What follows belongs to an exercise in optimizing a design on an open flow for small area; a production flow would make more cautious choices. Only simulation tests tie the RTL to the original design; equivalence was not proved.

[design/flow/config.mk]
export PLATFORM = sky130hd
export DESIGN_NAME = dmr_framer
export DESIGN_NICKNAME = dmr_framer
export VERILOG_FILES = /design/flow/design.v
export SDC_FILE = /design/flow/constraint.sdc
export NUM_CORES = 4
export LEC_CHECK = 0
export CAP_MARGIN = 20
export CORE_MARGIN = 2
export CORE_UTILIZATION = 45
export CTS_BUF_LIST = sky130_fd_sc_hd__clkbuf_8
export CTS_CLUSTER_DIAMETER = 50
export CTS_CLUSTER_SIZE = 16
export SLEW_MARGIN = 20
export SYNTH_HIERARCHICAL = 1
export SYNTH_MINIMUM_KEEP_SIZE = 0
[design/flow/constraint.sdc]
create_clock -name core_clock -period 12.0 [get_ports {clk}]
set_input_delay 2.4000 -clock core_clock [delete_from_list [all_inputs] [get_ports {clk}]]
set_output_delay 2.4000 -clock core_clock [all_outputs]
set_load 0.01 [all_outputs]
[design/flow/design.v]
module dmr_framer (
    input  wire         clk,
    input  wire         rst,            
    input  wire         in_valid,
    input  wire [1:0]   in_dibit,
    input  wire [4:0]   search_thr,     
    input  wire [4:0]   sync_thr,       
    output wire         pll_valid,
    output wire [15:0]  pll_offset,     
    output reg          loss_valid,
    output wire [13:0]  loss_bits,
    output reg          burst_valid,
    output wire [287:0] burst_bits,
    output wire [4:0]   burst_sync,
    output wire [1:0]   burst_lock,
    output wire [7:0]   burst_errors
);
    localparam [4:0] P_UNKNOWN = 5'd20;
    function ge4(input [3:0] x, input [3:0] y);
        integer i;
        reg c;
        begin
            c = 1'b1;
            for (i = 0; i < 4; i = i + 1) c = (x[i] & ~y[i]) | ((x[i] | ~y[i]) & c);
            ge4 = c;
        end
    endfunction
    function [4:0] next_voice(input [4:0] p);
        if (p == 5'd1)
            next_voice = 5'd10;
        else if (p >= 5'd10 && p < 5'd14)
            next_voice = p + 5'd1;
        else if (p == 5'd3 || p == 5'd6 || p == 5'd7)
            next_voice = 5'd15;
        else if (p >= 5'd15 && p < 5'd19)
            next_voice = p + 5'd1;
        else
            next_voice = P_UNKNOWN;
    endfunction
    reg [287:0] mb;         
    reg [12:0]  q;          
    reg         z;          
    reg         synced;
    reg [4:0]   trc;        
    reg [4:0]   tro;        
    reg         fb;         
    reg         r_hit;      
    reg [4:0]   r_wid;
    reg [1:0]   r_lock;
    reg [4:0]   r_err;
    wire        bnd    = synced & ~z & (q == 13'h1FFF);
    wire        s_mode = synced & ~bnd;
    wire [47:0] W = mb[151:104];
    reg  [23:0] h, l;
    integer k;
    always @* begin
        for (k = 0; k < 24; k = k + 1) begin
            h[k] = W[2*k+1];
            l[k] = W[2*k];
        end
    end
    wire [4:0] thr = s_mode ? sync_thr : search_thr;
    wire t0_s, t0_c;
    dmr_fa u_t0 (.a(h[2]), .b(h[3]), .c(h[13]), .s(t0_s), .co(t0_c));
    wire t1_s, t1_c;
    dmr_fa u_t1 (.a(h[11]), .b(h[15]), .c(h[17]), .s(t1_s), .co(t1_c));
    wire t2_s, t2_c;
    dmr_fa u_t2 (.a(h[4]), .b(h[14]), .c(h[23]), .s(t2_s), .co(t2_c));
    wire t3_s, t3_c;
    dmr_fa u_t3 (.a(h[0]), .b(h[10]), .c(h[16]), .s(t3_s), .co(t3_c));
    wire t4_s, t4_c;
    dmr_fa u_t4 (.a(h[5]), .b(h[19]), .c(h[20]), .s(t4_s), .co(t4_c));
    wire t5_s, t5_c;
    dmr_fa u_t5 (.a(h[7]), .b(h[8]), .c(h[12]), .s(t5_s), .co(t5_c));
    wire t6_s, t6_c;
    dmr_fa u_t6 (.a(h[1]), .b(h[18]), .c(h[21]), .s(t6_s), .co(t6_c));
    wire t7_s, t7_c;
    dmr_fa u_t7 (.a(h[6]), .b(h[9]), .c(h[22]), .s(t7_s), .co(t7_c));
    wire pc_h_1, pc_h_2;
    dmr_fa u_pc_h_1 (.a(t0_s), .b(t1_s), .c(t2_s), .s(pc_h_1), .co(pc_h_2));
    wire pc_h_3, pc_h_4;
    dmr_fa u_pc_h_3 (.a(t3_s), .b(t4_s), .c(t5_s), .s(pc_h_3), .co(pc_h_4));
    wire pc_h_5, pc_h_6;
    dmr_fa u_pc_h_5 (.a(t6_s), .b(t7_s), .c(pc_h_1), .s(pc_h_5), .co(pc_h_6));
    wire pc_h_7, pc_h_8;
    dmr_ha u_pc_h_7 (.a(pc_h_3), .b(pc_h_5), .s(pc_h_7), .co(pc_h_8));
    wire pc_h_9, pc_h_10;
    dmr_fa u_pc_h_9 (.a(t0_c), .b(t1_c), .c(t2_c), .s(pc_h_9), .co(pc_h_10));
    wire pc_h_11, pc_h_12;
    dmr_fa u_pc_h_11 (.a(t3_c), .b(t4_c), .c(t5_c), .s(pc_h_11), .co(pc_h_12));
    wire pc_h_13, pc_h_14;
    dmr_fa u_pc_h_13 (.a(t6_c), .b(t7_c), .c(pc_h_2), .s(pc_h_13), .co(pc_h_14));
    wire pc_h_15, pc_h_16;
    dmr_fa u_pc_h_15 (.a(pc_h_4), .b(pc_h_6), .c(pc_h_8), .s(pc_h_15), .co(pc_h_16));
    wire pc_h_17, pc_h_18;
    dmr_fa u_pc_h_17 (.a(pc_h_9), .b(pc_h_11), .c(pc_h_13), .s(pc_h_17), .co(pc_h_18));
    wire pc_h_19, pc_h_20;
    dmr_ha u_pc_h_19 (.a(pc_h_15), .b(pc_h_17), .s(pc_h_19), .co(pc_h_20));
    wire pc_h_21, pc_h_22;
    dmr_fa u_pc_h_21 (.a(pc_h_10), .b(pc_h_12), .c(pc_h_14), .s(pc_h_21), .co(pc_h_22));
    wire pc_h_23, pc_h_24;
    dmr_fa u_pc_h_23 (.a(pc_h_16), .b(pc_h_18), .c(pc_h_20), .s(pc_h_23), .co(pc_h_24));
    wire pc_h_25, pc_h_26;
    dmr_ha u_pc_h_25 (.a(pc_h_21), .b(pc_h_23), .s(pc_h_25), .co(pc_h_26));
    wire pc_h_27, pc_h_28;
    dmr_fa u_pc_h_27 (.a(pc_h_22), .b(pc_h_24), .c(pc_h_26), .s(pc_h_27), .co(pc_h_28));
    wire [4:0] pc_h = {pc_h_28, pc_h_27, pc_h_25, pc_h_19, pc_h_7};
    wire pc_l_1, pc_l_2;
    dmr_fa u_pc_l_1 (.a(l[0]), .b(l[1]), .c(l[2]), .s(pc_l_1), .co(pc_l_2));
    wire pc_l_3, pc_l_4;
    dmr_fa u_pc_l_3 (.a(l[3]), .b(l[4]), .c(l[5]), .s(pc_l_3), .co(pc_l_4));
    wire pc_l_5, pc_l_6;
    dmr_fa u_pc_l_5 (.a(l[6]), .b(l[7]), .c(l[8]), .s(pc_l_5), .co(pc_l_6));
    wire pc_l_7, pc_l_8;
    dmr_fa u_pc_l_7 (.a(l[9]), .b(l[10]), .c(l[11]), .s(pc_l_7), .co(pc_l_8));
    wire pc_l_9, pc_l_10;
    dmr_fa u_pc_l_9 (.a(l[12]), .b(l[13]), .c(l[14]), .s(pc_l_9), .co(pc_l_10));
    wire pc_l_11, pc_l_12;
    dmr_fa u_pc_l_11 (.a(l[15]), .b(l[16]), .c(l[17]), .s(pc_l_11), .co(pc_l_12));
    wire pc_l_13, pc_l_14;
    dmr_fa u_pc_l_13 (.a(l[18]), .b(l[19]), .c(l[20]), .s(pc_l_13), .co(pc_l_14));
    wire pc_l_15, pc_l_16;
    dmr_fa u_pc_l_15 (.a(l[21]), .b(l[22]), .c(l[23]), .s(pc_l_15), .co(pc_l_16));
    wire pc_l_17, pc_l_18;
    dmr_fa u_pc_l_17 (.a(pc_l_1), .b(pc_l_3), .c(pc_l_5), .s(pc_l_17), .co(pc_l_18));
    wire pc_l_19, pc_l_20;
    dmr_fa u_pc_l_19 (.a(pc_l_7), .b(pc_l_9), .c(pc_l_11), .s(pc_l_19), .co(pc_l_20));
    wire pc_l_21, pc_l_22;
    dmr_fa u_pc_l_21 (.a(pc_l_13), .b(pc_l_15), .c(pc_l_17), .s(pc_l_21), .co(pc_l_22));
    wire pc_l_23, pc_l_24;
    dmr_ha u_pc_l_23 (.a(pc_l_19), .b(pc_l_21), .s(pc_l_23), .co(pc_l_24));
    wire pc_l_25, pc_l_26;
    dmr_fa u_pc_l_25 (.a(pc_l_2), .b(pc_l_4), .c(pc_l_6), .s(pc_l_25), .co(pc_l_26));
    wire pc_l_27, pc_l_28;
    dmr_fa u_pc_l_27 (.a(pc_l_8), .b(pc_l_10), .c(pc_l_12), .s(pc_l_27), .co(pc_l_28));
    wire pc_l_29, pc_l_30;
    dmr_fa u_pc_l_29 (.a(pc_l_14), .b(pc_l_16), .c(pc_l_18), .s(pc_l_29), .co(pc_l_30));
    wire pc_l_31, pc_l_32;
    dmr_fa u_pc_l_31 (.a(pc_l_20), .b(pc_l_22), .c(pc_l_24), .s(pc_l_31), .co(pc_l_32));
    wire pc_l_33, pc_l_34;
    dmr_fa u_pc_l_33 (.a(pc_l_25), .b(pc_l_27), .c(pc_l_29), .s(pc_l_33), .co(pc_l_34));
    wire pc_l_35, pc_l_36;
    dmr_ha u_pc_l_35 (.a(pc_l_31), .b(pc_l_33), .s(pc_l_35), .co(pc_l_36));
    wire pc_l_37, pc_l_38;
    dmr_fa u_pc_l_37 (.a(pc_l_26), .b(pc_l_28), .c(pc_l_30), .s(pc_l_37), .co(pc_l_38));
    wire pc_l_39, pc_l_40;
    dmr_fa u_pc_l_39 (.a(pc_l_32), .b(pc_l_34), .c(pc_l_36), .s(pc_l_39), .co(pc_l_40));
    wire pc_l_41, pc_l_42;
    dmr_ha u_pc_l_41 (.a(pc_l_37), .b(pc_l_39), .s(pc_l_41), .co(pc_l_42));
    wire pc_l_43, pc_l_44;
    dmr_fa u_pc_l_43 (.a(pc_l_38), .b(pc_l_40), .c(pc_l_42), .s(pc_l_43), .co(pc_l_44));
    wire [4:0] pc_l = {pc_l_44, pc_l_43, pc_l_41, pc_l_35, pc_l_23};
    wire A0_1, A0_2;
    dmr_fa u_A0_1 (.a(t2_s), .b(t4_s), .c(t6_s), .s(A0_1), .co(A0_2));
    wire A0_3, A0_4;
    dmr_fa u_A0_3 (.a(h[7]), .b(h[10]), .c(h[13]), .s(A0_3), .co(A0_4));
    wire A0_5, A0_6;
    dmr_ha u_A0_5 (.a(A0_1), .b(A0_3), .s(A0_5), .co(A0_6));
    wire A0_7, A0_8;
    dmr_fa u_A0_7 (.a(t2_c), .b(t4_c), .c(t6_c), .s(A0_7), .co(A0_8));
    wire A0_9, A0_10;
    dmr_fa u_A0_9 (.a(A0_2), .b(A0_4), .c(A0_6), .s(A0_9), .co(A0_10));
    wire A0_11, A0_12;
    dmr_ha u_A0_11 (.a(A0_7), .b(A0_9), .s(A0_11), .co(A0_12));
    wire A0_13, A0_14;
    dmr_fa u_A0_13 (.a(A0_8), .b(A0_10), .c(A0_12), .s(A0_13), .co(A0_14));
    wire [3:0] A0 = {A0_14, A0_13, A0_11, A0_5};
    wire A1_1, A1_2;
    dmr_fa u_A1_1 (.a(t2_s), .b(t3_s), .c(t5_s), .s(A1_1), .co(A1_2));
    wire A1_3, A1_4;
    dmr_fa u_A1_3 (.a(h[9]), .b(h[15]), .c(h[19]), .s(A1_3), .co(A1_4));
    wire A1_5, A1_6;
    dmr_ha u_A1_5 (.a(A1_1), .b(A1_3), .s(A1_5), .co(A1_6));
    wire A1_7, A1_8;
    dmr_fa u_A1_7 (.a(t2_c), .b(t3_c), .c(t5_c), .s(A1_7), .co(A1_8));
    wire A1_9, A1_10;
    dmr_fa u_A1_9 (.a(A1_2), .b(A1_4), .c(A1_6), .s(A1_9), .co(A1_10));
    wire A1_11, A1_12;
    dmr_ha u_A1_11 (.a(A1_7), .b(A1_9), .s(A1_11), .co(A1_12));
    wire A1_13, A1_14;
    dmr_fa u_A1_13 (.a(A1_8), .b(A1_10), .c(A1_12), .s(A1_13), .co(A1_14));
    wire [3:0] A1 = {A1_14, A1_13, A1_11, A1_5};
    wire A2_1, A2_2;
    dmr_fa u_A2_1 (.a(t1_s), .b(t4_s), .c(t7_s), .s(A2_1), .co(A2_2));
    wire A2_3, A2_4;
    dmr_fa u_A2_3 (.a(h[7]), .b(h[18]), .c(h[23]), .s(A2_3), .co(A2_4));
    wire A2_5, A2_6;
    dmr_ha u_A2_5 (.a(A2_1), .b(A2_3), .s(A2_5), .co(A2_6));
    wire A2_7, A2_8;
    dmr_fa u_A2_7 (.a(t1_c), .b(t4_c), .c(t7_c), .s(A2_7), .co(A2_8));
    wire A2_9, A2_10;
    dmr_fa u_A2_9 (.a(A2_2), .b(A2_4), .c(A2_6), .s(A2_9), .co(A2_10));
    wire A2_11, A2_12;
    dmr_ha u_A2_11 (.a(A2_7), .b(A2_9), .s(A2_11), .co(A2_12));
    wire A2_13, A2_14;
    dmr_fa u_A2_13 (.a(A2_8), .b(A2_10), .c(A2_12), .s(A2_13), .co(A2_14));
    wire [3:0] A2 = {A2_14, A2_13, A2_11, A2_5};
    wire A3_1, A3_2;
    dmr_fa u_A3_1 (.a(t0_s), .b(t2_s), .c(t5_s), .s(A3_1), .co(A3_2));
    wire A3_3, A3_4;
    dmr_fa u_A3_3 (.a(h[6]), .b(h[9]), .c(h[20]), .s(A3_3), .co(A3_4));
    wire A3_5, A3_6;
    dmr_ha u_A3_5 (.a(A3_1), .b(A3_3), .s(A3_5), .co(A3_6));
    wire A3_7, A3_8;
    dmr_fa u_A3_7 (.a(t0_c), .b(t2_c), .c(t5_c), .s(A3_7), .co(A3_8));
    wire A3_9, A3_10;
    dmr_fa u_A3_9 (.a(A3_2), .b(A3_4), .c(A3_6), .s(A3_9), .co(A3_10));
    wire A3_11, A3_12;
    dmr_ha u_A3_11 (.a(A3_7), .b(A3_9), .s(A3_11), .co(A3_12));
    wire A3_13, A3_14;
    dmr_fa u_A3_13 (.a(A3_8), .b(A3_10), .c(A3_12), .s(A3_13), .co(A3_14));
    wire [3:0] A3 = {A3_14, A3_13, A3_11, A3_5};
    wire A4_1, A4_2;
    dmr_fa u_A4_1 (.a(t1_s), .b(t2_s), .c(t6_s), .s(A4_1), .co(A4_2));
    wire A4_3, A4_4;
    dmr_fa u_A4_3 (.a(h[3]), .b(h[8]), .c(h[16]), .s(A4_3), .co(A4_4));
    wire A4_5, A4_6;
    dmr_ha u_A4_5 (.a(A4_1), .b(A4_3), .s(A4_5), .co(A4_6));
    wire A4_7, A4_8;
    dmr_fa u_A4_7 (.a(t1_c), .b(t2_c), .c(t6_c), .s(A4_7), .co(A4_8));
    wire A4_9, A4_10;
    dmr_fa u_A4_9 (.a(A4_2), .b(A4_4), .c(A4_6), .s(A4_9), .co(A4_10));
    wire A4_11, A4_12;
    dmr_ha u_A4_11 (.a(A4_7), .b(A4_9), .s(A4_11), .co(A4_12));
    wire A4_13, A4_14;
    dmr_fa u_A4_13 (.a(A4_8), .b(A4_10), .c(A4_12), .s(A4_13), .co(A4_14));
    wire [3:0] A4 = {A4_14, A4_13, A4_11, A4_5};
    wire T1_1 = ~(pc_h[0] ^ ~pc_l[0]);
    wire T1_2 = pc_h[0] | ~pc_l[0];
    wire T1_3, T1_4;
    dmr_ha u_T1_3 (.a(~thr[0]), .b(T1_1), .s(T1_3), .co(T1_4));
    wire T1_5 = ~(pc_h[1] ^ ~pc_l[1]);
    wire T1_6 = pc_h[1] | ~pc_l[1];
    wire T1_7, T1_8;
    dmr_fa u_T1_7 (.a(~thr[1]), .b(T1_2), .c(T1_4), .s(T1_7), .co(T1_8));
    wire T1_9, T1_10;
    dmr_ha u_T1_9 (.a(T1_5), .b(T1_7), .s(T1_9), .co(T1_10));
    wire T1_11 = ~(pc_h[2] ^ ~pc_l[2]);
    wire T1_12 = pc_h[2] | ~pc_l[2];
    wire T1_13, T1_14;
    dmr_fa u_T1_13 (.a(~thr[2]), .b(T1_6), .c(T1_8), .s(T1_13), .co(T1_14));
    wire T1_15, T1_16;
    dmr_fa u_T1_15 (.a(T1_10), .b(T1_11), .c(T1_13), .s(T1_15), .co(T1_16));
    wire T1_17, T1_18;
    dmr_fa u_T1_17 (.a(pc_h[3]), .b(~pc_l[3]), .c(~thr[3]), .s(T1_17), .co(T1_18));
    wire T1_19, T1_20;
    dmr_fa u_T1_19 (.a(T1_12), .b(T1_14), .c(T1_16), .s(T1_19), .co(T1_20));
    wire T1_21, T1_22;
    dmr_ha u_T1_21 (.a(T1_17), .b(T1_19), .s(T1_21), .co(T1_22));
    wire T1_23, T1_24;
    dmr_fa u_T1_23 (.a(pc_h[4]), .b(~pc_l[4]), .c(~thr[4]), .s(T1_23), .co(T1_24));
    wire T1_25, T1_26;
    dmr_fa u_T1_25 (.a(T1_18), .b(T1_20), .c(T1_22), .s(T1_25), .co(T1_26));
    wire T1_27, T1_28;
    dmr_ha u_T1_27 (.a(T1_23), .b(T1_25), .s(T1_27), .co(T1_28));
    wire T1_29 = ~(T1_24 ^ T1_26);
    wire T1_30 = T1_24 | T1_26;
    wire T1_31, T1_32;
    dmr_ha u_T1_31 (.a(T1_28), .b(T1_29), .s(T1_31), .co(T1_32));
    wire T1_33 = ~(T1_30 ^ T1_32);
    wire T1_34 = T1_30 | T1_32;
    wire T1_35 = ~T1_34;
    wire [7:0] T1 = {T1_35, T1_33, T1_31, T1_27, T1_21, T1_15, T1_9, T1_3};
    wire T2_1, T2_2;
    dmr_fa u_T2_1 (.a(pc_h[0]), .b(pc_l[0]), .c(thr[0]), .s(T2_1), .co(T2_2));
    wire T2_3, T2_4;
    dmr_fa u_T2_3 (.a(pc_h[1]), .b(pc_l[1]), .c(thr[1]), .s(T2_3), .co(T2_4));
    wire T2_5, T2_6;
    dmr_ha u_T2_5 (.a(T2_2), .b(T2_3), .s(T2_5), .co(T2_6));
    wire T2_7 = ~(pc_h[2] ^ pc_l[2]);
    wire T2_8 = pc_h[2] | pc_l[2];
    wire T2_9, T2_10;
    dmr_fa u_T2_9 (.a(thr[2]), .b(T2_4), .c(T2_6), .s(T2_9), .co(T2_10));
    wire T2_11, T2_12;
    dmr_ha u_T2_11 (.a(T2_7), .b(T2_9), .s(T2_11), .co(T2_12));
    wire T2_13 = ~(pc_h[3] ^ pc_l[3]);
    wire T2_14 = pc_h[3] | pc_l[3];
    wire T2_15, T2_16;
    dmr_fa u_T2_15 (.a(thr[3]), .b(T2_8), .c(T2_10), .s(T2_15), .co(T2_16));
    wire T2_17, T2_18;
    dmr_fa u_T2_17 (.a(T2_12), .b(T2_13), .c(T2_15), .s(T2_17), .co(T2_18));
    wire T2_19 = ~(pc_h[4] ^ pc_l[4]);
    wire T2_20 = pc_h[4] | pc_l[4];
    wire T2_21, T2_22;
    dmr_fa u_T2_21 (.a(thr[4]), .b(T2_14), .c(T2_16), .s(T2_21), .co(T2_22));
    wire T2_23, T2_24;
    dmr_fa u_T2_23 (.a(T2_18), .b(T2_19), .c(T2_21), .s(T2_23), .co(T2_24));
    wire T2_25, T2_26;
    dmr_fa u_T2_25 (.a(T2_20), .b(T2_22), .c(T2_24), .s(T2_25), .co(T2_26));
    wire T2_27 = ~T2_26;
    wire T2_28 = ~T2_26;
    wire [7:0] T2 = {T2_28, T2_27, T2_25, T2_23, T2_17, T2_11, T2_5, T2_1};
    wire h1 = pc_h == 5'd24, h0 = pc_h == 5'd0;
    wire l1 = pc_l == 5'd24, l0 = pc_l == 5'd0;
    wire pc_h12 = pc_h == 5'd12;
    wire pc_l12 = pc_l == 5'd12;
    wire [9:0] leq;         
    assign leq[0] = pc_l12 & ((l & 24'hbc64b2) == 24'hbc64b2);
    assign leq[1] = pc_l12 & ((l & 24'h439b4d) == 24'h439b4d);
    assign leq[2] = pc_l12 & ((l & 24'h89d791) == 24'h89d791);
    assign leq[3] = pc_l12 & ((l & 24'h76286e) == 24'h76286e);
    assign leq[4] = pc_l12 & ((l & 24'hde8ae0) == 24'hde8ae0);
    assign leq[5] = pc_l12 & ((l & 24'h9073dc) == 24'h9073dc);
    assign leq[6] = pc_l12 & ((l & 24'h21751f) == 24'h21751f);
    assign leq[7] = pc_l12 & ((l & 24'h6f8c23) == 24'h6f8c23);
    assign leq[8] = pc_l12 & ((l & 24'h5836e5) == 24'h5836e5);
    assign leq[9] = pc_l12 & ((l & 24'ha7c91a) == 24'ha7c91a);
    wire [3:0] uc = T1[4:1];
    wire [3:0] vc = T2[4:1];
    wire uc_neg = T1[7];
    wire uc_small = T1[7:5] == 3'd0;
    wire vc_neg = T2[7];
    wire vc_big = ~T2[7] & (T2[6:5] != 2'd0);
    wire [9:0] n;           
    wire [9:0] x;           
    wire [9:0] rm;          
    wire hb0 = pc_h12 & (A0 == 4'd12);      
    wire ho0 = pc_h12 & (A0 == 4'd0);       
    assign n[0]  = uc_neg | (uc_small & ge4(A0, uc[3:0]));
    assign n[1]  = ~vc_neg & (vc_big | ge4(vc[3:0], A0));
    assign x[0]  = l1 & hb0;
    assign x[1]  = l1 & ho0;
    assign rm[0] = (h1 & leq[1]) | (h0 & leq[0]) | (l0 & ho0);
    assign rm[1] = (h1 & leq[0]) | (h0 & leq[1]) | (l0 & hb0);
    wire hb1 = pc_h12 & (A1 == 4'd12);      
    wire ho1 = pc_h12 & (A1 == 4'd0);       
    assign n[2]  = uc_neg | (uc_small & ge4(A1, uc[3:0]));
    assign n[3]  = ~vc_neg & (vc_big | ge4(vc[3:0], A1));
    assign x[2]  = l1 & hb1;
    assign x[3]  = l1 & ho1;
    assign rm[2] = (h1 & leq[3]) | (h0 & leq[2]) | (l0 & ho1);
    assign rm[3] = (h1 & leq[2]) | (h0 & leq[3]) | (l0 & hb1);
    wire hb2 = pc_h12 & (A2 == 4'd12);      
    wire ho2 = pc_h12 & (A2 == 4'd0);       
    assign n[4]  = uc_neg | (uc_small & ge4(A2, uc[3:0]));
    assign n[6]  = ~vc_neg & (vc_big | ge4(vc[3:0], A2));
    assign x[4]  = l1 & hb2;
    assign x[6]  = l1 & ho2;
    assign rm[4] = (h1 & leq[6]) | (h0 & leq[4]) | (l0 & ho2);
    assign rm[6] = (h1 & leq[4]) | (h0 & leq[6]) | (l0 & hb2);
    wire hb3 = pc_h12 & (A3 == 4'd12);      
    wire ho3 = pc_h12 & (A3 == 4'd0);       
    assign n[5]  = uc_neg | (uc_small & ge4(A3, uc[3:0]));
    assign n[7]  = ~vc_neg & (vc_big | ge4(vc[3:0], A3));
    assign x[5]  = l1 & hb3;
    assign x[7]  = l1 & ho3;
    assign rm[5] = (h1 & leq[7]) | (h0 & leq[5]) | (l0 & ho3);
    assign rm[7] = (h1 & leq[5]) | (h0 & leq[7]) | (l0 & hb3);
    wire hb4 = pc_h12 & (A4 == 4'd12);      
    wire ho4 = pc_h12 & (A4 == 4'd0);       
    assign n[9]  = uc_neg | (uc_small & ge4(A4, uc[3:0]));
    assign n[8]  = ~vc_neg & (vc_big | ge4(vc[3:0], A4));
    assign x[9]  = l1 & hb4;
    assign x[8]  = l1 & ho4;
    assign rm[9] = (h1 & leq[8]) | (h0 & leq[9]) | (l0 & ho4);
    assign rm[8] = (h1 & leq[9]) | (h0 & leq[8]) | (l0 & hb4);
    wire [1:0] rl = h1 ? 2'd1 : h0 ? 2'd2 : 2'd3;
    wire       xany = s_mode & (|x);
    wire [9:0] hits = xany ? x : (n | (s_mode ? 10'd0 : rm));
    reg  [9:0] win;
    reg        seen;
    integer e;
    always @* begin
        seen = 1'b0;
        for (e = 0; e < 10; e = e + 1) begin
            win[e] = hits[e] & ~seen;
            seen = seen | hits[e];
        end
    end
    wire       m_hit = |hits;
    wire [4:0] wid   = {1'b0, win[8] | win[9], win[4] | win[5] | win[6] | win[7], win[2] | win[3] | win[6] | win[7], win[1] | win[3] | win[5] | win[7] | win[9]};
    wire [3:0] wA    = ({4{win[0] | win[1]}} & A0) |
                      ({4{win[2] | win[3]}} & A1) |
                      ({4{win[4] | win[6]}} & A2) |
                      ({4{win[5] | win[7]}} & A3) |
                      ({4{win[9] | win[8]}} & A4);
    wire       wbase = win[0] | win[2] | win[4] | win[5] | win[9];
    wire       wn    = |(win & n);
    wire Pb_1 = ~(~pc_l[0] ^ pc_h[0]);
    wire Pb_2 = ~pc_l[0] | pc_h[0];
    wire Pb_3, Pb_4;
    dmr_fa u_Pb_3 (.a(~pc_l[1]), .b(pc_h[1]), .c(Pb_2), .s(Pb_3), .co(Pb_4));
    wire Pb_5 = ~(~pc_l[2] ^ pc_h[2]);
    wire Pb_6 = ~pc_l[2] | pc_h[2];
    wire Pb_7, Pb_8;
    dmr_ha u_Pb_7 (.a(Pb_4), .b(Pb_5), .s(Pb_7), .co(Pb_8));
    wire Pb_9, Pb_10;
    dmr_fa u_Pb_9 (.a(~pc_l[3]), .b(pc_h[3]), .c(Pb_6), .s(Pb_9), .co(Pb_10));
    wire Pb_11, Pb_12;
    dmr_ha u_Pb_11 (.a(Pb_8), .b(Pb_9), .s(Pb_11), .co(Pb_12));
    wire Pb_13 = ~pc_l[4] ^ pc_h[4] ^ Pb_10;
    wire Pb_14 = Pb_12 ^ Pb_13;
    wire [4:0] Pb = {Pb_14, Pb_11, Pb_7, Pb_3, Pb_1};
    wire Po_1, Po_2;
    dmr_ha u_Po_1 (.a(~pc_l[0]), .b(~pc_h[0]), .s(Po_1), .co(Po_2));
    wire Po_3 = ~(~pc_l[1] ^ ~pc_h[1]);
    wire Po_4 = ~pc_l[1] | ~pc_h[1];
    wire Po_5, Po_6;
    dmr_ha u_Po_5 (.a(Po_2), .b(Po_3), .s(Po_5), .co(Po_6));
    wire Po_7 = ~(~pc_l[2] ^ ~pc_h[2]);
    wire Po_8 = ~pc_l[2] | ~pc_h[2];
    wire Po_9, Po_10;
    dmr_fa u_Po_9 (.a(Po_4), .b(Po_6), .c(Po_7), .s(Po_9), .co(Po_10));
    wire Po_11, Po_12;
    dmr_fa u_Po_11 (.a(~pc_l[3]), .b(~pc_h[3]), .c(Po_8), .s(Po_11), .co(Po_12));
    wire Po_13, Po_14;
    dmr_ha u_Po_13 (.a(Po_10), .b(Po_11), .s(Po_13), .co(Po_14));
    wire Po_15 = ~pc_l[4] ^ ~pc_h[4] ^ Po_12;
    wire Po_16 = Po_14 ^ Po_15;
    wire [4:0] Po = {Po_16, Po_13, Po_9, Po_5, Po_1};
    wire [4:0] Gs = wbase ? Pb : Po;
    wire wdist_1, wdist_2;
    dmr_fa u_wdist_1 (.a(Gs[1]), .b(wA[0] ^ wbase), .c(wbase), .s(wdist_1), .co(wdist_2));
    wire wdist_3, wdist_4;
    dmr_fa u_wdist_3 (.a(Gs[2]), .b(wA[1] ^ wbase), .c(wdist_2), .s(wdist_3), .co(wdist_4));
    wire wdist_5, wdist_6;
    dmr_fa u_wdist_5 (.a(Gs[3]), .b(wA[2] ^ wbase), .c(wdist_4), .s(wdist_5), .co(wdist_6));
    wire wdist_7 = Gs[4] ^ wA[3] ^ wbase ^ wdist_6;
    wire [4:0] wdist = {wdist_7, wdist_5, wdist_3, wdist_1, Gs[0]};
    wire [1:0] wlock = wn ? 2'd0 : rl;
    wire        hit  = r_hit;
    wire [12:0] qe   = z ? 13'h1F70 : q;      
    wire q1_1 = ~qe[0];
    wire q1_2, q1_3;
    dmr_ha u_q1_2 (.a(qe[1]), .b(qe[0]), .s(q1_2), .co(q1_3));
    wire q1_4, q1_5;
    dmr_ha u_q1_4 (.a(qe[2]), .b(q1_3), .s(q1_4), .co(q1_5));
    wire q1_6, q1_7;
    dmr_ha u_q1_6 (.a(qe[3]), .b(q1_5), .s(q1_6), .co(q1_7));
    wire q1_8, q1_9;
    dmr_ha u_q1_8 (.a(qe[4]), .b(q1_7), .s(q1_8), .co(q1_9));
    wire q1_10, q1_11;
    dmr_ha u_q1_10 (.a(qe[5]), .b(q1_9), .s(q1_10), .co(q1_11));
    wire q1_12, q1_13;
    dmr_ha u_q1_12 (.a(qe[6]), .b(q1_11), .s(q1_12), .co(q1_13));
    wire q1_14, q1_15;
    dmr_ha u_q1_14 (.a(qe[7]), .b(q1_13), .s(q1_14), .co(q1_15));
    wire q1_16, q1_17;
    dmr_ha u_q1_16 (.a(qe[8]), .b(q1_15), .s(q1_16), .co(q1_17));
    wire q1_18, q1_19;
    dmr_ha u_q1_18 (.a(qe[9]), .b(q1_17), .s(q1_18), .co(q1_19));
    wire q1_20, q1_21;
    dmr_ha u_q1_20 (.a(qe[10]), .b(q1_19), .s(q1_20), .co(q1_21));
    wire q1_22, q1_23;
    dmr_ha u_q1_22 (.a(qe[11]), .b(q1_21), .s(q1_22), .co(q1_23));
    wire q1_24 = qe[12] ^ q1_23;
    wire [12:0] q1 = {q1_24, q1_22, q1_20, q1_18, q1_16, q1_14, q1_12, q1_10, q1_8, q1_6, q1_4, q1_2, q1_1};
    wire        fire = ~synced & hit;
    wire [4:0]  nv   = next_voice(trc);
    wire        bnd_burst = hit | (nv != P_UNKNOWN) | (tro != P_UNKNOWN);
    wire [4:0]  bnd_val = hit ? r_wid : nv;
    wire        burst_now = fire | (bnd & bnd_burst);
    wire        fire_loss = fire & ~z & ~(&q[12:8]);    
    wire        thr_loss  = ~synced & ~hit & ~z & (q == 13'd4800);    
    wire        rot = fire & (r_lock != 2'd0);
    wire        ch  = ~rst & ~in_valid;
    wire        c0  = ~rst & in_valid & ~rot;
    wire        c1  = ~rst & in_valid & rot & (r_lock == 2'd1);
    wire        c2  = ~rst & in_valid & rot & (r_lock == 2'd2);
    wire        c3  = ~rst & in_valid & rot & (r_lock == 2'd3);
    wire [287:0] put = {mb[285:0], in_dibit};
    wire [287:0] mb_d;
    genvar g;
    generate
        for (g = 0; g < 144; g = g + 1) begin : slice
            dmr_sel u_hi (.ch(ch), .c0(c0), .c1(c1), .c2(c2), .c3(c3), .own(mb[2*g+1]),
                          .x0(put[2*g+1]), .x1(~put[2*g]), .x2(put[2*g]), .x3(~put[2*g+1]),
                          .d(mb_d[2*g+1]));
            dmr_sel u_lo (.ch(ch), .c0(c0), .c1(c1), .c2(c2), .c3(c3), .own(mb[2*g]),
                          .x0(put[2*g]), .x1(put[2*g+1]), .x2(~put[2*g+1]), .x3(~put[2*g]),
                          .d(mb_d[2*g]));
        end
    endgenerate
    always @(posedge clk) mb <= mb_d;
    always @(posedge clk) begin
        if (rst) begin
            r_hit       <= 1'b0;
            z           <= 1'b1;
            synced      <= 1'b0;
            trc         <= P_UNKNOWN;
            tro         <= P_UNKNOWN;
            burst_valid <= 1'b0;
            loss_valid  <= 1'b0;
        end else begin
            burst_valid <= in_valid & burst_now;
            loss_valid  <= in_valid & (fire_loss | thr_loss);
            if (in_valid & ~burst_now) begin
                r_hit  <= m_hit;
                r_wid  <= wid;
                r_lock <= wlock;
                r_err  <= wn ? wdist : 5'd0;
            end
            if (in_valid) begin
                q <= thr_loss ? 13'd1 : q1;
                z <= burst_now;
                fb <= fire;
                if (fire) begin
                    trc    <= r_wid;
                    synced <= 1'b1;
                end else if (bnd) begin
                    trc <= tro;
                    tro <= bnd_val;
                    if (!bnd_burst) synced <= 1'b0;
                end
            end
        end
    end
    assign burst_bits   = mb;
    assign burst_sync   = fb ? trc : tro;
    assign burst_lock   = fb ? r_lock : 2'd0;
    assign burst_errors = {3'd0, r_err};
    assign pll_valid    = burst_valid & (burst_lock != 2'd0);
    assign pll_offset   = (burst_lock == 2'd1) ? 16'hFB50 :
                          (burst_lock == 2'd2) ? 16'h04B0 : 16'h0960;
    assign loss_bits    = {burst_valid ? q : 13'd4800, 1'b0};
endmodule
module dmr_fa (input wire a, input wire b, input wire c, output wire s, output wire co);
    assign s  = a ^ b ^ c;
    assign co = (a & b) | (c & (a ^ b));
endmodule
module dmr_ha (input wire a, input wire b, output wire s, output wire co);
    assign s  = a ^ b;
    assign co = a & b;
endmodule
module dmr_sel (
    input  wire ch, c0, c1, c2, c3,
    input  wire own, x0, x1, x2, x3,
    output wire d
);
    assign d = (ch & own) | (c0 & x0) | (c1 & x1) | (c2 & x2) | (c3 & x3);
endmodule
[design/flow/flow/run.sh]
#!/bin/bash
# The standard layout (the standard.sh, standard synthesis included) with
# two changes: the port buffers are made from the smallest buffer cell, and
# clock tree synthesis adds no dummy loads. make's output goes to
# make_finish.log here; ORFS writes each step's log under orfs/logs/.
set -euo pipefail
bash standard.sh \
  BUFFER_PORTS_ARGS="-buffer_cell sky130_fd_sc_hd__buf_1" \
  CTS_ARGS="-sink_clustering_enable -repair_clock_nets -buf_list sky130_fd_sc_hd__clkbuf_8 -sink_clustering_size 16 -sink_clustering_max_diameter 50 -dont_use_dummy_load" \
  finish > make_finish.log 2>&1
[design/flow/standard.sh]
#!/bin/bash
# synth_recipe.tcl (not shown) runs the flow's synth.tcl, then flattens the netlist and writes it again
# the make line also repeats each setting of config.mk as NAME=value (left out here)
make -C /OpenROAD-flow-scripts/flow DESIGN_CONFIG=/design/flow/config.mk WORK_HOME=/design/flow/orfs CLKGATE_MAP_FILE= SYNTH_SCRIPT=/design/flow/synth_recipe.tcl "${@:-finish}"
==> impl_metrics.env, run 1 <==
export IMPL_synth_main_ff_cell="dfxtp_1"
export IMPL_dp_hpwl_um=45000
export IMPL_coreArea_mm2=0.0433
export IMPL_rrSetupSlack_ps=930
export IMPL_path_max_fanout=10
export IMPL_netlist_instances=2175
export IMPL_cts_made_buffers=42
export IMPL_final_common_cell="inv_1"
export IMPL_drt_iter0_markers=3247
export IMPL_post_cts_buffers=0
export IMPL_multiInputGateArea_mm2=0.0115
export IMPL_io_pins=351
export IMPL_max_freq_mhz=90.4
export IMPL_layout_common_cells="inv_1, nand2_1, buf_1"
export IMPL_htreeDepth=2
export IMPL_antenna_found_initial=0
export IMPL_slew_violations=0
export IMPL_min_path_type="flip-flop to flip-flop"
export IMPL_fin_setup_tns_ps=0
export IMPL_drive_gt1_share_pct=4.16
export IMPL_firstDrtPassIters=8
export IMPL_fin_hold_ws_ps=488
export IMPL_yosys_warnings=7
export IMPL_grt_max_degree=107
export IMPL_finalSetupViolations=0
export IMPL_worstSetupStartpointType="flip-flop"
export IMPL_nets=2710
export IMPL_placed_area_mm2=0.0218
export IMPL_stdcell_area_mm2=0.0224
export IMPL_seq_area_mm2=0.00682
export IMPL_synth_seq_cells=328
export IMPL_wirelength_um=65900
export IMPL_worstMarginPinSlew_ps=1140
export IMPL_r2r_end="r_err[4]"
export IMPL_final_setup_skew_ps=105
export IMPL_cts_tree="yes"
export IMPL_r2r_start="mb[135]"
export IMPL_critPathMaxStageDelay_ps=590
export IMPL_worstPathRequired_ps=12290
export IMPL_clk_pin_slew_ps=70
export IMPL_clk_latency_ps=650
export IMPL_async_flop_share_pct=0
export IMPL_clkSinkCount=328
export IMPL_crit_type="flip-flop to flip-flop"
export IMPL_grt_total_usage_pct=27.7
export IMPL_netlist_area_mm2=0.0198
export IMPL_drv_cap=0
export IMPL_worstSetupEndpointType="flip-flop"
export IMPL_vias_per_cell=6.40
export IMPL_fill_cells=4107
export IMPL_clockBufferDepth=3
export IMPL_max_slew_margin_pct=24.2
export IMPL_die_x_um=214
export IMPL_die_area_mm2=0.0457
export IMPL_cts_resized=0
export IMPL_postRouteAntennaNets=0
export IMPL_die_h_um=214
export IMPL_route_vias_total=20100
export IMPL_avgSynthCellArea_um2=9.10
export IMPL_syn_to_final_growth_pct=13.3
export IMPL_crit_arrival_ps=11360
export IMPL_initial_utilization_pct=45.7
export IMPL_grt_pass1_vias=18000
export IMPL_finalCriticalPeriod_ps=11070
export IMPL_synthDistinctLibCells=80
export IMPL_rsz0062_at_grt="no"
export IMPL_min_path_cells=2
export IMPL_synth_edff_count=25
export IMPL_r2r_cells=37
export IMPL_fin_util_pct=51.8
export IMPL_cts_hold_buf=0
export IMPL_synth_seq_area_share_pct=34.5
export IMPL_drc=0
export IMPL_grt_overflow=0
export IMPL_hold_start="mb[286]"
export IMPL_holdPathEnd="mb[286]"
export IMPL_antenna_cells=0
export IMPL_finalHoldViolations=0
export IMPL_wire_per_inst_um=21.0
export IMPL_cts_root_buf="clkbuf_8"
export IMPL_fin_crit_sh_pct=92.2
export IMPL_port_buffers=342
export IMPL_rows=76
export IMPL_status="no timing/DRC/antenna violations"
export IMPL_slowest_stage="fa_1"
export IMPL_grt_first_pass_wirelength_um=102000
export IMPL_cpMostUsedCell="fa_1"
export IMPL_place_congestion=0.975
## cell usage after synthesis (all sizes together), types with 16 or more instances
cell type / number / area [um2]
a22oi: 297 / 2230
dfxtp: 303 / 6070
nor2: 44 / 165
a211oi: 17 / 140
nand3: 17 / 85.1
buf: 23 / 164
nand2: 347 / 1310
edfxtp: 25 / 751
nor4: 18 / 134
and2: 21 / 131
o21ai: 25 / 125
inv: 352 / 1320
ha: 57 / 713
a21oi: 29 / 160
a222oi: 288 / 2880
nor2b: 30 / 188
fa: 85 / 1700
nand4: 16 / 106
## worst max-delay path: cells and delay by family, from the launching register on
kind / cells / cell delay [ps]
DFF: 1 / 520
buffers and inverters: 4 / 250
xor gates and xnor gates: 2 / 330
and+or+nand+nor: 6 / 1480
adders and majority gates: 19 / 6910
AOI/OAI and AO/OA: 6 / 1290
## stage by stage
stage,setup slack (ps),cells
after detailed placement,978,3092
final,934,3136
after CTS,949,3134
after global routing,405,3136
after floorplan,1810,2182
after global placement,1210,3092
## registers in the layout, indices dropped and copies added, names as in the netlist
name / flops
r_wid: 4
fb: 1
burst_valid: 1
r_lock: 2
trc: 5
tro: 5
r_err: 5
synced: 1
z: 1
loss_valid: 1
mb: 288
r_hit: 1
q: 13
## Yosys stat by module, one instance, submodules excluded
| module | cells inside | flops+latches | copies in the design | area [um2] |
|---|---|---|---|---|
| dmr_sel | 3 | 0 | 288 | 21.3 |
| dmr_fa | 1 | 0 | 85 | 20.0 |
| dmr_ha | 1 | 0 | 39 | 12.5 |
| dmr_framer | 1187 | 328 | 1 | 11500 |
## worst max-delay path by stage
stage | start | to | slack, ps | cells past startpoint
finish | mb[135] | r_err[4] | 930 | 37
global route | mb[111] | r_err[4] | 410 | 37
CTS | mb[135] | r_err[4] | 950 | 37
detailed placement | mb[135] | r_err[4] | 980 | 37
global placement | mb[113] | r_err[4] | 1210 | 37
floorplan | mb[113] | r_err[4] | 1810 | 36
## per-layer routing
metal | wire length, um | GRT usage, % | vias up
met2 | 30000 | 42.0 | 924
met3 | 6050 | 7.50 | 114
met5 | 0 | 0 | -
met4 | 2130 | 9.72 | 0
li1 | - | - | 9178
met1 | 27700 | 38.1 | 9844
## layout make-up
cell class	count	share of cell area (%)
Multi-Input combinational cell	1463	51.2
Timing Repair Buffer	364	6.62
Clock buffer	42	2.58
Sequential cell	328	30.4
Inverter	354	5.93
Tap cell	585	3.26
## kinds of logic (layout without fill, tap and decap cells)
group	Yosys count	in the layout	share of synthesized area, %
buf+inv	391	760	7.81
fa+ha+maj	145	145	12.4
flops	328	328	34.5
xor+xnor	10	10	0.443
other cells	1	8	0.0190
compound gates	730	730	31.2
simple gates	553	553	12.8
mux	17	17	0.923
==> inputs of run 2 (changes only) <==
--- a/design/flow/flow/run.sh
+++ b/design/flow/flow/run.sh
@@ -6,5 +6,5 @@
 set -euo pipefail
 bash standard.sh \
   BUFFER_PORTS_ARGS="-buffer_cell sky130_fd_sc_hd__buf_1" \
-  CTS_ARGS="-sink_clustering_enable -repair_clock_nets -buf_list sky130_fd_sc_hd__clkbuf_8 -sink_clustering_size 16 -sink_clustering_max_diameter 50 -dont_use_dummy_load" \
+  CTS_ARGS="-sink_clustering_enable -repair_clock_nets -buf_list sky130_fd_sc_hd__clkbuf_8 -sink_clustering_size 22 -sink_clustering_max_diameter 60 -dont_use_dummy_load" \
   finish > make_finish.log 2>&1
--- a/design/flow/config.mk
+++ b/design/flow/config.mk
@@ -9,8 +9,8 @@
 export CORE_MARGIN = 2
 export CORE_UTILIZATION = 45
 export CTS_BUF_LIST = sky130_fd_sc_hd__clkbuf_8
-export CTS_CLUSTER_DIAMETER = 50
-export CTS_CLUSTER_SIZE = 16
+export CTS_CLUSTER_DIAMETER = 60
+export CTS_CLUSTER_SIZE = 22
 export SLEW_MARGIN = 20
 export SYNTH_HIERARCHICAL = 1
 export SYNTH_MINIMUM_KEEP_SIZE = 0
==> run 2 against run 1 <==
Compared with the run above:
- first-iteration DRC count grew 2.4%
- final area shrank 0.49%
- area after synthesis did not move
- critical endpoint unchanged
==> impl_metrics.env, run 2 <==
export IMPL_synth_main_ff_cell="dfxtp_1"
export IMPL_crit_arrival_ps=11350
export IMPL_max_freq_mhz=90.3
export IMPL_drv_cap=0
export IMPL_final_common_cell="inv_1"
export IMPL_async_flop_share_pct=0
export IMPL_critPathMaxStageDelay_ps=600
export IMPL_grt_overflow=0
export IMPL_cts_tree="yes"
export IMPL_drc=0
export IMPL_grt_total_usage_pct=27.5
export IMPL_final_setup_skew_ps=93.3
export IMPL_stdcell_area_mm2=0.0223
export IMPL_cts_resized=0
export IMPL_layout_common_cells="inv_1, nand2_1, buf_1"
export IMPL_max_slew_margin_pct=24.4
export IMPL_yosysTopAreaCell="dfxtp_1"
export IMPL_synthMostInstantiatedCell="inv_1"
export IMPL_reg_largest_list="mb x288, q x13"
export IMPL_fin_setup_tns_ps=0
export IMPL_worstPathBufferInverterCount=4
export IMPL_synth_mux_area_share_pct=0.923
export IMPL_clkSinkCount=328
export IMPL_rsz0062_at_grt="no"
export IMPL_place_congestion=0.975
export IMPL_finalSetupViolations=0
export IMPL_synth_fa_ha_area_share_pct=12.4
export IMPL_syn_to_final_growth_pct=12.8
export IMPL_fill_cells=4111
export IMPL_worstPathRequired_ps=12280
export IMPL_htreeDepth=2
export IMPL_post_cts_buffers=0
export IMPL_firstDrtPassIters=10
export IMPL_grt_pass1_vias=17900
export IMPL_synth_common_cells="inv_1, nand2_1, dfxtp_1, a22oi_1, a222oi_1"
export IMPL_initial_utilization_pct=45.7
export IMPL_route_vias_total=20000
export IMPL_cpMostUsedCell="fa_1"
export IMPL_status="no timing/DRC/antenna violations"
export IMPL_wirelength_um=65200
export IMPL_largest_reg_flops=288
export IMPL_cts_made_buffers=34
export IMPL_synth_compound_area_share_pct=31.2
export IMPL_synth_top_area_share_pct=30.7
export IMPL_crit_family="adder cells"
export IMPL_synth_xor_area_share_pct=0.443
export IMPL_slew_violations=0
export IMPL_netlist_area_mm2=0.0198
export IMPL_grt_first_pass_wirelength_um=101000
export IMPL_worstMarginPinSlew_ps=1130
export IMPL_io_pins=351
export IMPL_avgSynthCellArea_um2=9.10
export IMPL_die_x_um=214
export IMPL_drt_iter0_markers=3324
export IMPL_synth_edff_count=25
export IMPL_dp_hpwl_um=45000
export IMPL_cts_hold_buf=0
export IMPL_clockBufferDepth=3
export IMPL_clk_latency_ps=620
export IMPL_cts_root_buf="clkbuf_8"
export IMPL_placed_area_mm2=0.0218
export IMPL_path_max_fanout=10
export IMPL_synthSimpleGateAreaFrac_pct=12.8
export IMPL_synth_area_leaders="dfxtp_1, a222oi_1, a22oi_1"
export IMPL_largest_register="mb"
export IMPL_netlist_instances=2175
export IMPL_worstSetupEndpointType="flip-flop"
export IMPL_clk_pin_slew_ps=100
export IMPL_drive_gt1_share_pct=3.85
export IMPL_yosys_warnings=7
export IMPL_antenna_found_initial=0
export IMPL_synth_seq_cells=328
export IMPL_antenna_cells=0
export IMPL_coreArea_mm2=0.0433
export IMPL_synthDistinctLibCells=80
export IMPL_die_h_um=214
export IMPL_worstSetupStartpointType="flip-flop"
export IMPL_vias_per_cell=6.40
export IMPL_port_buffers=342
export IMPL_wire_per_inst_um=20.8
export IMPL_fin_crit_sh_pct=92.3
export IMPL_nets=2702
export IMPL_crit_type="flip-flop to flip-flop"
export IMPL_synth_seq_area_share_pct=34.5
export IMPL_synth_top_family_by_area="compound AO/OA/AOI/OAI gates"
export IMPL_finalHoldViolations=0
export IMPL_slowest_stage="fa_1"
export IMPL_min_path_type="flip-flop to flip-flop"
export IMPL_rows=76
export IMPL_finalCriticalPeriod_ps=11080
export IMPL_grt_max_degree=107
export IMPL_die_area_mm2=0.0457
export IMPL_postRouteAntennaNets=0
==> run 2: cell count changes in the layout (fill, tap and decap cells not counted), sizes merged <==
cell,before,now
clkbuf,42,34
==> run 2: through the flow <==
step	hold WS (ps)	utilization [%]	setup WS [ps]	cells
2_1_floorplan	451	-	1810	2182
3_3_place_gp	481	50.4	1210	3092
3_5_place_dp	480	50.4	978	3092
4_1_cts	498	51.5	931	3126
5_1_grt	530	51.6	377	3128
6_report	499	51.6	925	3128
==> run 2: Yosys stat by module, one instance, submodules excluded <==
module	cells	flip-flops and latches	area, um2
dmr_framer	1187	328	11500
dmr_sel	3	0	21.3
dmr_ha	1	0	12.5
dmr_fa	1	0	20.0
==> run 2: worst min-delay path, cell delays in order (launching register included) <==
cell      delay (ps)
dfxtp_1          340
a222oi_1          80
nand2_1           50
==> run 2: area by class of cell <==
| class | count | area (um2) | area share [%] |
|---|---|---|---|
| multi-input cells | 1463 | 11500 | 51.5 |
| flip-flops and latches | 328 | 6820 | 30.5 |
| repair buffers | 364 | 1490 | 6.66 |
| inverters | 354 | 1330 | 5.95 |
| well taps | 585 | 732 | 3.28 |
| clock buffers | 34 | 468 | 2.10 |
==> run 2: path summary, 6_finish.rpt <==
| check | from | endpoint | slack, ps | cells past startpoint |
|---|---|---|---|---|
| worst min-delay path | mb[286] | mb[286] | 500 | 2 |
| worst min register to register | mb[286] | mb[286] | 500 | 2 |
| worst max-delay path | mb[135] | r_err[4] | 920 | 37 |
| worst max register to register | mb[135] | r_err[4] | 920 | 37 |
==> run 2: kinds of logic (layout without fill, tap and decap cells) <==
group	Yosys count	count (layout)
muxes	17	17
xor gates and xnor gates	10	10
and+or+nand+nor	553	553
buffers and inverters	391	752
DFF	328	328
other	1	8
AOI/OAI and AO/OA	730	730
adders and majority gates	145	145
==> run 2: routing by layer <==
layer / up-vias / GRT usage, % / part of all wire, % / wire, um
met1: 9797 / 37.7 / 41 / 26800
met2: 931 / 41.4 / 45 / 29500
li1: 9161 / - / - / -
met3: 130 / 7.16 / 9.8 / 6390
met4: 0 / 11.1 / 3.9 / 2520
met5: - / 0 / 0 / 0
==> inputs of run 3 (changes only) <==
--- a/design/flow/config.mk
+++ b/design/flow/config.mk
@@ -7,7 +7,7 @@
 export LEC_CHECK = 0
 export CAP_MARGIN = 20
 export CORE_MARGIN = 2
-export CORE_UTILIZATION = 45
+export CORE_UTILIZATION = 55
 export CTS_BUF_LIST = sky130_fd_sc_hd__clkbuf_8
 export CTS_CLUSTER_DIAMETER = 60
 export CTS_CLUSTER_SIZE = 22
==> run 3 against run 2 <==
Compared with the run above:
- via count down 1.6%
- final area decreased by 1.2%
- critical path depth unchanged
==> impl_metrics.env, run 3 <==
export IMPL_clockBufferDepth=3
export IMPL_fin_setup_tns_ps=0
export IMPL_wirelength_um=60600
export IMPL_synthSimpleGateAreaFrac_pct=12.8
export IMPL_synth_mux_area_share_pct=0.923
export IMPL_layout_setup_ws_ps=1030
export IMPL_finalSetupViolations=0
export IMPL_antenna_found_initial=0
export IMPL_synth_edff_count=25
export IMPL_grt_total_usage_pct=30.5
export IMPL_crit_type="flip-flop to flip-flop"
export IMPL_synth_seq_area_share_pct=34.5
export IMPL_vias_per_cell=6.59
export IMPL_holdPathEnd="mb[287]"
export IMPL_dp_hpwl_um=40700
export IMPL_r2r_start="mb[151]"
export IMPL_worstSetupEndpointType="flip-flop"
export IMPL_synth_xor_area_share_pct=0.443
export IMPL_synth_top_family_by_area="compound AO/OA/AOI/OAI gates"
export IMPL_slowest_stage="fa_1"
export IMPL_largest_register="mb"
export IMPL_htreeDepth=1
export IMPL_grt_max_degree=238
export IMPL_drv_cap=0
export IMPL_grt_first_pass_wirelength_um=96200
export IMPL_yosysTopAreaCell="dfxtp_1"
export IMPL_coreArea_mm2=0.0355
export IMPL_clk_latency_ps=630
export IMPL_r2r_cells=37
export IMPL_worstPathRequired_ps=12420
export IMPL_yosys_warnings=7
export IMPL_fin_crit_sh_pct=91.4
export IMPL_final_setup_skew_ps=60.9
export IMPL_synth_seq_cells=328
export IMPL_async_flop_share_pct=0
export IMPL_synth_main_ff_cell="dfxtp_1"
export IMPL_slew_violations=0
export IMPL_fill_cells=3116
export IMPL_drt_iter0_markers=3196
export IMPL_cts_hold_buf=0
export IMPL_worstSetupStartpointType="flip-flop"
export IMPL_cpMostUsedCell="fa_1"
export IMPL_reg_largest_list="mb x288, q x13"
export IMPL_nets=2687
export IMPL_initial_utilization_pct=55.8
export IMPL_cts_tree="yes"
export IMPL_layout_common_cells="inv_1, nand2_1, buf_1"
export IMPL_min_path_type="flip-flop to flip-flop"
export IMPL_die_h_um=194
export IMPL_max_slew_margin_pct=23.3
export IMPL_multiInputGateArea_mm2=0.0115
export IMPL_cts_root_buf="clkbuf_8"
export IMPL_hold_start="mb[287]"
export IMPL_io_pins=351
export IMPL_status="no timing/DRC/antenna violations"
export IMPL_synth_fa_ha_area_share_pct=12.4
export IMPL_netlist_instances=2175
export IMPL_die_area_mm2=0.0375
export IMPL_min_path_cells=2
export IMPL_rsz0062_at_grt="no"
export IMPL_cts_made_buffers=29
export IMPL_clkSinkCount=328
export IMPL_crit_family="adder cells"
export IMPL_synthDistinctLibCells=80
export IMPL_synth_compound_area_share_pct=31.2
export IMPL_critPathMaxStageDelay_ps=620
export IMPL_postRouteAntennaNets=0
export IMPL_grt_pass1_vias=17900
export IMPL_finalCriticalPeriod_ps=10970
export IMPL_rrSetupSlack_ps=1030
export IMPL_finalHoldViolations=0
export IMPL_port_buffers=342
export IMPL_die_x_um=194
export IMPL_synth_common_cells="inv_1, nand2_1, dfxtp_1, a22oi_1, a222oi_1"
export IMPL_grt_overflow=0
export IMPL_wire_per_inst_um=20.3
export IMPL_synth_top_area_share_pct=30.7
export IMPL_r2r_end="r_err[4]"
export IMPL_drive_gt1_share_pct=3.28
export IMPL_netlist_area_mm2=0.0198
export IMPL_worstPathBufferInverterCount=4
export IMPL_place_congestion=1.03
export IMPL_clk_pin_slew_ps=100
export IMPL_seq_area_mm2=0.00682
export IMPL_max_freq_mhz=91.2
export IMPL_final_common_cell="inv_1"
export IMPL_syn_to_final_growth_pct=11.4
export IMPL_antenna_cells=0
export IMPL_path_max_fanout=10
export IMPL_largest_reg_flops=288
export IMPL_route_vias_total=19700
export IMPL_worstMarginPinSlew_ps=1150
export IMPL_synthMostInstantiatedCell="inv_1"
export IMPL_cts_resized=0
export IMPL_dp_slack_ps=1130
export IMPL_avgSynthCellArea_um2=9.10
export IMPL_drc=0
export IMPL_synth_area_leaders="dfxtp_1, a222oi_1, a22oi_1"
export IMPL_post_cts_buffers=0
export IMPL_firstDrtPassIters=12
export IMPL_rows=69
export IMPL_crit_arrival_ps=11390
==> run 3: through the flow <==
step	area, um2	util [%]	cells	hold WS [ps]
floorplan	19800	-	2182	451
global placement	21600	61.0	2960	471
detailed placement	21600	61.0	2960	478
CTS	22000	62.1	2989	503
global route	22000	62.1	2989	514
finish	22000	62.1	2989	504
==> run 3: cell families after synthesis <==
group,count (synthesis)
AO/OA/AOI/OAI,730
AND/OR/NAND/NOR,553
buffers and inverters,391
flip-flops,328
adder cells (fa/ha/maj),145
multiplexers,17
XOR/XNOR,10
other,1
==> run 3: area by class of cell <==
type,instances,area share (%)
inverters,354,6.03
repair buffers,354,6.52
clock buffers,29,1.81
multi-input cells,1463,52.1
well taps,461,2.62
flip-flops and latches,328,30.9
==> run 3: per-layer routing <==
layer | GRT usage [%] | up-vias | share of wire, %
met1 | 42.2 | 9466 | 41
li1 | - | 9133 | -
met4 | 10.8 | 0 | 3.8
met2 | 47.1 | 971 | 45
met3 | 6.89 | 122 | 9.9
met5 | 0 | - | 0
==> run 3: worst max-delay path by stage <==
stage / from / to / slack (ps) / cells past startpoint
final: mb[151] / r_err[4] / 1030 / 37
after global routing: mb[151] / r_err[4] / 330 / 37
after CTS: mb[151] / r_err[4] / 1080 / 37
after detailed placement: mb[113] / r_err[4] / 1130 / 37
after global placement: mb[113] / r_err[4] / 1390 / 37
after floorplan: mb[113] / r_err[4] / 1810 / 36
==> run 3: modules after synthesis (local to each module, per instance) <==
module | flip-flops and latches | cell area, um2
dmr_sel | 0 | 21.3
dmr_framer | 328 | 11500
dmr_ha | 0 | 12.5
dmr_fa | 0 | 20.0
==> run 3: worst register-to-register path, delay by kind of cell, from the launching register on <==
| family | cells | cell delay (ps) |
|---|---|---|
| adder cells (fa/ha/maj) | 19 | 6890 |
| XOR/XNOR | 2 | 290 |
| flip-flops | 1 | 510 |
| AND/OR/NAND/NOR | 6 | 1480 |
| buffers and inverters | 4 | 260 |
| AO/OA/AOI/OAI | 6 | 1310 |

[port drivers added, routing unchanged]
No port has a modelled driver above. Below, the same layouts with a new extraction and two added sets of constraints. Step 1, drivers: a clkbuf_16 drives clk and a buf_2 each remaining input, both assumed. Step 2, shift: input delay + t, output delay - t, t = (earliest + latest rising clock arrival at the registers) / 2. This alone moves slack from input paths to output paths. a / b / c = no drivers / after step 1 / after step 2; a / b = the first two.
run	t (ns)	setup WS [ns]	worst setup path after step 2	slew at the worst register clock pin (ns)	pins driven straight from the clock port
run 1	0.652	0.934 / 0.934 / 0.934	register to register	0.10 / 0.10	1
run 2	0.631	0.925 / 0.925 / 0.925	register to register	0.12 / 0.12	1
run 3	0.650	1.033 / 1.033 / 1.033	register to register	0.12 / 0.12	1
After both steps every run listed still meets setup and hold.
